This is an optimization exercise on Yosys and OpenROAD, whose aim is small area, a short achievable clock period and few clock cycles, not a production implementation. The RTL was checked by simulation tests, not by an equivalence proof against the original design. Power is estimated from default activity; no workload was simulated.

==> flow/design.v <==
module psiframe_crc8 (
  input  wire [31:0] crc_in,
  input  wire [7:0]  data,
  output reg  [31:0] crc_out
);
  integer i;
  reg fb;
  always @(*) begin
    crc_out = crc_in;
    for (i = 7; i >= 0; i = i - 1) begin
      fb      = crc_out[31] ^ data[i];
      crc_out = {crc_out[30:0], 1'b0};
      if (fb)
        crc_out = crc_out ^ 32'h04C11DB7;
    end
  end
endmodule
module psiframe (
  input  wire        clk,
  input  wire        rst,         
  input  wire        cmd_valid,
  input  wire [63:0] cmd,
  output wire        cmd_ready,
  output wire        ev_valid,
  output wire [9:0]  ev,
  input  wire        ev_ready,
  output wire        idle,
  output wire [63:0] st
);
  localparam [1:0] M_IDLE = 2'd0, M_SEC = 2'd1, M_FAULT = 2'd3;
  localparam [2:0] F_SIZE = 3'd1, F_FIELD = 3'd2, F_SEQ = 3'd3, F_OPCODE = 3'd6;
  reg [1:0]  mode;
  reg [2:0]  fault;
  reg        legacy;
  reg [7:1]  accl;       
  reg [2:0]  nbits;
  reg [31:0] crc;
  reg [9:0]  seclen;
  reg        pc_v;
  reg        pc_me;      
  reg        pc_badop;   
  reg        pc_rsv;     
  reg        pc_abort;
  reg        pc_cfg;
  reg        pc_begin;
  reg        pc_sinkr;   
  reg        pc_putb;    
  reg        pc_nbad;    
  reg        pc_endc;
  reg        pc_endn;
  reg        pc_align;
  reg [4:0]  pc_nh;      
  reg [2:0]  pc_nl;      
  reg [3:0]  pc_lo;      
  reg [31:0] pc_d;
  reg        q_e;        
  reg [31:0] q_d;        
  reg [2:0]  q_cnt;      
  reg        q_crc;      
  reg        q_mk;       
  reg        q_ab;       
  reg        o_v;
  reg  [7:0] o_d;
  reg        o_m;        
  reg        o_body;     
  wire [7:0] op = cmd[63:56];
  wire rs_hi  = |cmd[55:38];
  wire rs_mid = |cmd[37:1];
  wire rs_lo  = cmd[0];
  wire rs_all = rs_hi | rs_mid | rs_lo;
  wire [5:0] n = cmd[37:32];
  wire op_nop   = op == 8'h00;
  wire op_abort = op == 8'h01;
  wire op_cfg   = op == 8'h02;
  wire op_begin = op == 8'h10;
  wire op_putb  = op == 8'h11;
  wire op_put1  = op == 8'h12;
  wire op_align = op == 8'h13;
  wire op_endc  = op == 8'h14;
  wire op_endn  = op == 8'h15;
  wire known = op_nop | op_abort | op_cfg | op_begin | op_putb | op_put1 |
               op_align | op_endc | op_endn;
  wire rsv   = (op_putb) ? rs_hi :
               (op_cfg | op_put1) ? (rs_hi | rs_mid) : rs_all;
  wire op_sink = op_putb | op_put1 | op_align;
  wire [4:0] nh_in = op_align ? 5'b00001 : op_endc ? 5'b10000 :
                     {n[5:3] == 3'd4, n[5:3] == 3'd3, n[5:3] == 3'd2,
                      n[5:3] == 3'd1, n[5:3] == 3'd0};
  wire [2:0] nl_in = op_align ? 3'd7 : op_endc ? 3'd0 : {n[2:1], n[0] | op_put1};
  assign ev_valid = o_v;
  assign ev       = {o_m, 1'b0, o_d};
  wire beat    = o_v & ev_ready;
  wire or_free = !o_v | ev_ready;
  wire [31:0] crc_next;
  psiframe_crc8 u_crc (.crc_in(crc), .data(o_d), .crc_out(crc_next));
  wire q_bytes = q_cnt != 3'd0;
  reg  [7:0] q_dbyte, q_cbyte;
  always @(*) begin
    case (q_cnt[1:0])
      2'd1:    begin q_dbyte = q_d[7:0];   q_cbyte = crc[7:0];   end
      2'd2:    begin q_dbyte = q_d[15:8];  q_cbyte = crc[15:8];  end
      2'd3:    begin q_dbyte = q_d[23:16]; q_cbyte = crc[23:16]; end
      default: begin q_dbyte = q_d[31:24]; q_cbyte = crc[31:24]; end
    endcase
  end
  wire [7:0] q_byte = q_crc ? q_cbyte : q_dbyte;
  wire guard  = q_bytes & q_crc & o_v & o_body;
  wire xfer   = or_free & !q_e & !guard;
  wire q_last = q_bytes ? (q_cnt == 3'd1 && !q_mk) : 1'b1;
  wire in_idle  = mode == M_IDLE;
  wire in_sec   = mode == M_SEC;
  wire in_fault = mode == M_FAULT;
  wire nb0      = nbits == 3'd0;
  wire pc_bad   = pc_badop | pc_rsv;
  wire       c   = pc_lo[3];
  wire [2:0] r   = pc_lo[2:0];
  wire [4:0] kh  = c ? {pc_nh[3:0], 1'b0} : pc_nh;
  wire       kz  = kh[0];
  wire [2:0] k   = {kh[4], kh[3] | kh[2], kh[3] | kh[1]};
  reg v_big;
  integer i;
  always @(*) begin
    v_big = 1'b0;
    for (i = 0; i < 32; i = i + 1)
      if (pc_d[i] && {pc_nh[4], pc_nh[3] | pc_nh[2], pc_nh[3] | pc_nh[1], pc_nl} <= i)
        v_big = 1'b1;
  end
  wire putx = pc_putb & (pc_nbad | v_big);
  wire sink = pc_sinkr & !putx;
  wire [3:0] fit;
  assign fit[0] = legacy ? (seclen <= 10'd182) : (seclen <= 10'd1020);
  assign fit[1] = legacy ? (seclen <= 10'd181) : (seclen <= 10'd1019);
  assign fit[2] = legacy ? (seclen <= 10'd180) : (seclen <= 10'd1018);
  assign fit[3] = legacy ? (seclen <= 10'd179) : (seclen <= 10'd1017);
  wire size_ok = kh[0] | (kh[1] & fit[0]) | (kh[2] & fit[1]) |
                 (kh[3] & fit[2]) | (kh[4] & fit[3]);
  assign cmd_ready = !pc_v | q_e | !pc_me;
  wire consume  = pc_v & (q_e | !pc_me);
  wire ab_go    = pc_v & q_e & pc_abort;                 
  wire ab_emit  = ab_go & !in_idle;
  wire cfg_go   = pc_v & pc_cfg & in_idle;
  wire begin_go = pc_v & q_e & pc_begin & in_idle;
  wire sink_go  = pc_v & sink & in_sec & size_ok & (kz | q_e);
  wire emit_go  = sink_go & !kz;
  wire endc_go  = pc_v & q_e & pc_endc & in_sec & nb0 & size_ok;
  wire endn_go  = pc_v & q_e & pc_endn & in_sec & nb0;
  wire need_idle = pc_cfg | pc_begin;
  wire need_sec  = pc_sinkr | pc_endc | pc_endn;
  wire seq_bad   = (need_idle & !in_idle) | (need_sec & !in_sec);
  wire end_bad   = (pc_endc | pc_endn) & !nb0;
  wire faulty    = pc_bad | seq_bad | putx | end_bad |
                   ((pc_sinkr | pc_endc) & !size_ok);
  wire fault_go  = consume & !in_fault & faulty;
  reg [2:0] fcode;
  always @(*) begin
    if (pc_bad)         fcode = pc_badop ? F_OPCODE : F_FIELD;
    else if (seq_bad)   fcode = F_SEQ;
    else if (putx)      fcode = F_FIELD;
    else if (end_bad)   fcode = F_SEQ;
    else                fcode = F_SIZE;
  end
  wire [39:0] t = {pc_d, 8'd0} >> r;
  wire [7:0] acc8 = {accl, 1'b0};
  reg  [31:0] pk;
  always @(*) begin
    pk = t[39:8];
    pk[7:0]   = pk[7:0]   | (kh[1] ? acc8 : 8'd0);
    pk[15:8]  = pk[15:8]  | (kh[2] ? acc8 : 8'd0);
    pk[23:16] = pk[23:16] | (kh[3] ? acc8 : 8'd0);
    pk[31:24] = pk[31:24] | (kh[4] ? acc8 : 8'd0);
  end
  wire [7:0] first = ({8{kh[1]}} & pk[7:0])   | ({8{kh[2]}} & pk[15:8]) |
                     ({8{kh[3]}} & pk[23:16]) | ({8{kh[4]}} & pk[31:24]);
  wire [9:0] len = seclen + {7'd0, k};
  wire clr = ab_go | begin_go;       
  wire push = (emit_go & !(or_free & kh[1])) | endc_go | endn_go | ab_emit;
  wire q_e_next = q_e ? !push : (xfer & q_last);
  wire [2:0] nbits_next = clr ? 3'd0 : sink_go ? (pc_align ? 3'd0 : r) : nbits;
  wire [2:0] nbits_pred = !pc_v ? nbits :
                          pc_sinkr ? (pc_align ? 3'd0 : r) :
                          (pc_begin | pc_abort) ? 3'd0 : nbits;
  wire [3:0] lo_in = {1'b0, nbits_pred} + {1'b0, nl_in};
  wire [3:0] lo_b  = {1'b0, nbits_pred} + {1'b0, n[2:0]};
  wire me_in = !((op_putb & (n[5:3] == 3'd0) & !lo_b[3]) |
                 (op_put1 & (nbits_pred != 3'd7)) |
                 (op_align & (nbits_pred == 3'd0)));
  wire take = cmd_valid & cmd_ready;
  wire pc_v_next  = cmd_ready ? cmd_valid : pc_v;
  wire pc_me_next = take ? me_in : pc_me;
  always @(posedge clk) begin
    if (take) begin
      pc_badop <= !known;
      pc_rsv   <= known & rsv;
      pc_abort <= op_abort & !rs_all;
      pc_cfg   <= op_cfg & !rsv;
      pc_begin <= op_begin & !rsv;
      pc_sinkr <= op_sink & !rsv;
      pc_putb  <= op_putb;
      pc_nbad  <= (n == 6'd0) || (n > 6'd32);
      pc_endc  <= op_endc & !rsv;
      pc_endn  <= op_endn & !rsv;
      pc_align <= op_align;
      pc_nh    <= nh_in;
      pc_nl    <= nl_in;
      pc_lo    <= lo_in;
      pc_d     <= cmd[31:0];
    end
    if (q_e)
      q_d <= pk;
    if (or_free) begin
      o_d    <= q_e ? first : (q_bytes ? q_byte : {6'd0, q_ab, q_ab});
      o_m    <= !q_e & !q_bytes;
      o_body <= q_e | (q_bytes & !q_crc);
    end else if (ab_go)
      o_body <= 1'b0;
    if (rst) begin
      pc_v   <= 1'b0;
      pc_me  <= 1'b0;
      mode   <= M_IDLE;
      fault  <= 3'd0;
      legacy <= 1'b0;
      accl   <= 7'd0;
      nbits  <= 3'd0;
      crc    <= 32'hFFFFFFFF;
      seclen <= 10'd0;
      q_e    <= 1'b1;
      q_cnt  <= 3'd0;
      q_mk   <= 1'b0;
      o_v    <= 1'b0;
    end else begin
      pc_v  <= pc_v_next;
      pc_me <= pc_me_next;
      q_e   <= q_e_next;
      if (or_free)
        o_v <= q_e ? emit_go : !guard;
      if (clr)
        crc <= 32'hFFFFFFFF;
      else if (beat & o_body)
        crc <= crc_next;
      if (ab_go | endc_go | endn_go | fault_go)
        mode <= ab_go ? M_IDLE : endc_go ? M_IDLE : endn_go ? M_IDLE : M_FAULT;
      else if (begin_go)
        mode <= M_SEC;
      if (ab_go)
        fault <= 3'd0;
      else if (fault_go)
        fault <= fcode;
      if (cfg_go)
        legacy <= pc_d[0];
      nbits <= nbits_next;
      if (clr) begin
        accl   <= 7'd0;
        seclen <= 10'd0;
      end else begin
        if (sink_go)
          accl   <= t[7:1] | (kz ? accl : 7'd0);
        if (sink_go | endc_go)
          seclen <= len;
      end
      if (xfer) begin
        if (q_bytes)
          q_cnt <= q_cnt - 3'd1;
        else
          q_mk  <= 1'b0;
      end
      if (emit_go) begin
        q_cnt <= or_free ? k - 3'd1 : k;
        q_crc <= 1'b0;
        q_mk  <= 1'b0;
      end
      if (endc_go) begin
        q_cnt <= 3'd4;
        q_crc <= 1'b1;
        q_mk  <= 1'b1;
        q_ab  <= 1'b0;
      end
      if (endn_go) begin
        q_mk  <= 1'b1;
        q_ab  <= 1'b0;
      end
      if (ab_emit) begin
        q_cnt <= 3'd0;
        q_mk  <= 1'b1;
        q_ab  <= 1'b1;
      end
    end
  end
  assign idle = !pc_v & q_e & !o_v;
  assign st = {crc, 1'b0, 8'd0, 2'b00, seclen, nbits, 1'b0, legacy, 1'b0, fault, mode};
endmodule
==> flow/config.mk <==
export PLATFORM = sky130hd
export DESIGN_NAME = psiframe
export DESIGN_NICKNAME = psiframe
export VERILOG_FILES = /design/flow/design.v
export SDC_FILE = /design/flow/constraint.sdc
export NUM_CORES = 4
export LEC_CHECK = 0
export CAP_MARGIN = 20
export CORE_MARGIN = 2
export CORE_UTILIZATION = 60
export SETUP_SLACK_MARGIN = 5
export SLEW_MARGIN = 20
==> flow/constraint.sdc <==
create_clock -name core_clock -period 10.0 [get_ports {clk}]
set_input_delay 2.0000 -clock core_clock [delete_from_list [all_inputs] [get_ports {clk}]]
set_output_delay 2.0000 -clock core_clock [all_outputs]
set_load 0.01 [all_outputs]
standard.sh (not shown) runs the stock make flow with config.mk's settings and CLKGATE_MAP_FILE= SYNTH_SCRIPT=/design/flow/synth_recipe.tcl, a recipe that flattens the netlist after the stock synthesis.
==> flow/flow/run.sh <==
#!/bin/bash
set -euo pipefail
bash standard.sh SETUP_SLACK_MARGIN=6.6 finish > flow_make.log 2>&1
Testbench counts at the start, summed over its fixed seeds: cycles 110,582.
Next try:
--- a/flow/design.v
+++ b/flow/design.v
@@ -176,14 +176,16 @@
   wire push = (emit_go & !(or_free & kh[1])) | endc_go | endn_go | ab_emit;
   wire q_e_next = q_e ? !push : (xfer & q_last);
   wire [2:0] nbits_next = clr ? 3'd0 : sink_go ? (pc_align ? 3'd0 : r) : nbits;
   wire [2:0] nbits_pred = !pc_v ? nbits :
                           pc_sinkr ? (pc_align ? 3'd0 : r) :
                           (pc_begin | pc_abort) ? 3'd0 : nbits;
-  wire [3:0] lo_in = {1'b0, nbits_pred} + {1'b0, nl_in};
   wire [3:0] lo_b  = {1'b0, nbits_pred} + {1'b0, n[2:0]};
+  wire [3:0] lo_1  = {1'b0, nbits_pred} + 4'd1;
+  wire [3:0] lo_7  = {1'b0, nbits_pred} + 4'd7;
+  wire [3:0] lo_in = op_put1 ? lo_1 : op_align ? lo_7 : op_endc ? {1'b0, nbits_pred} : lo_b;
   wire me_in = !((op_putb & (n[5:3] == 3'd0) & !lo_b[3]) |
                  (op_put1 & (nbits_pred != 3'd7)) |
                  (op_align & (nbits_pred == 3'd0)));
   wire take = cmd_valid & cmd_ready;
   wire pc_v_next  = cmd_ready ? cmd_valid : pc_v;
   wire pc_me_next = take ? me_in : pc_me;
Critical path depth goes down by 8.
Cell count goes up by a few percent.
Clock-buffer cell count goes up by 3.
Worst setup slack improves by 0.13 ns.
Design area goes up slightly.
Routed wire length goes up by a few percent.
First-iteration DRC count goes up by a few percent.
Area after synthesis goes up slightly.
Power goes down slightly.
Non-clock buffer count goes down by 2.
Global-route usage goes up by 0.58 points.
Worst hold slack degrades by 0.038 ns.
Via count goes up by a few percent.
Combinational power goes down by a few percent.
Testbench counts after the change, summed over its fixed seeds: cycles 110,582.

-- port drivers added, routing unchanged --
No port has a modelled driver above. Below, the same layouts with a new extraction and two added sets of constraints.
Step 1 sets driving cells, clkbuf_16 on the clock port and buf_2 on the other inputs (assumed; they add their load-dependent delay and slew).
Step 2 also shifts input and output timing later by t, the mid clock arrival at the registers, as if the neighbouring blocks saw the same clock.
a / b / c = ideal ports / drivers / drivers and shift; a / b = the first two.
run | shift t [ns] | setup slack, ns | hold slack, ns | worst register clock-pin slew, ns
the first run | 0.468 | 6.496 / 6.507 / 6.039 | 0.500 / 0.500 / 0.500 | 0.07 / 0.07
the second run | 0.468 | 6.627 / 6.588 / 6.200 | 0.462 / 0.462 / 0.462 | 0.07 / 0.07
After both steps every run listed still meets setup and hold. For the first run, which loses most, drivers alone change the setup slack by +0.011 ns; drivers and shift together by -0.457 ns.
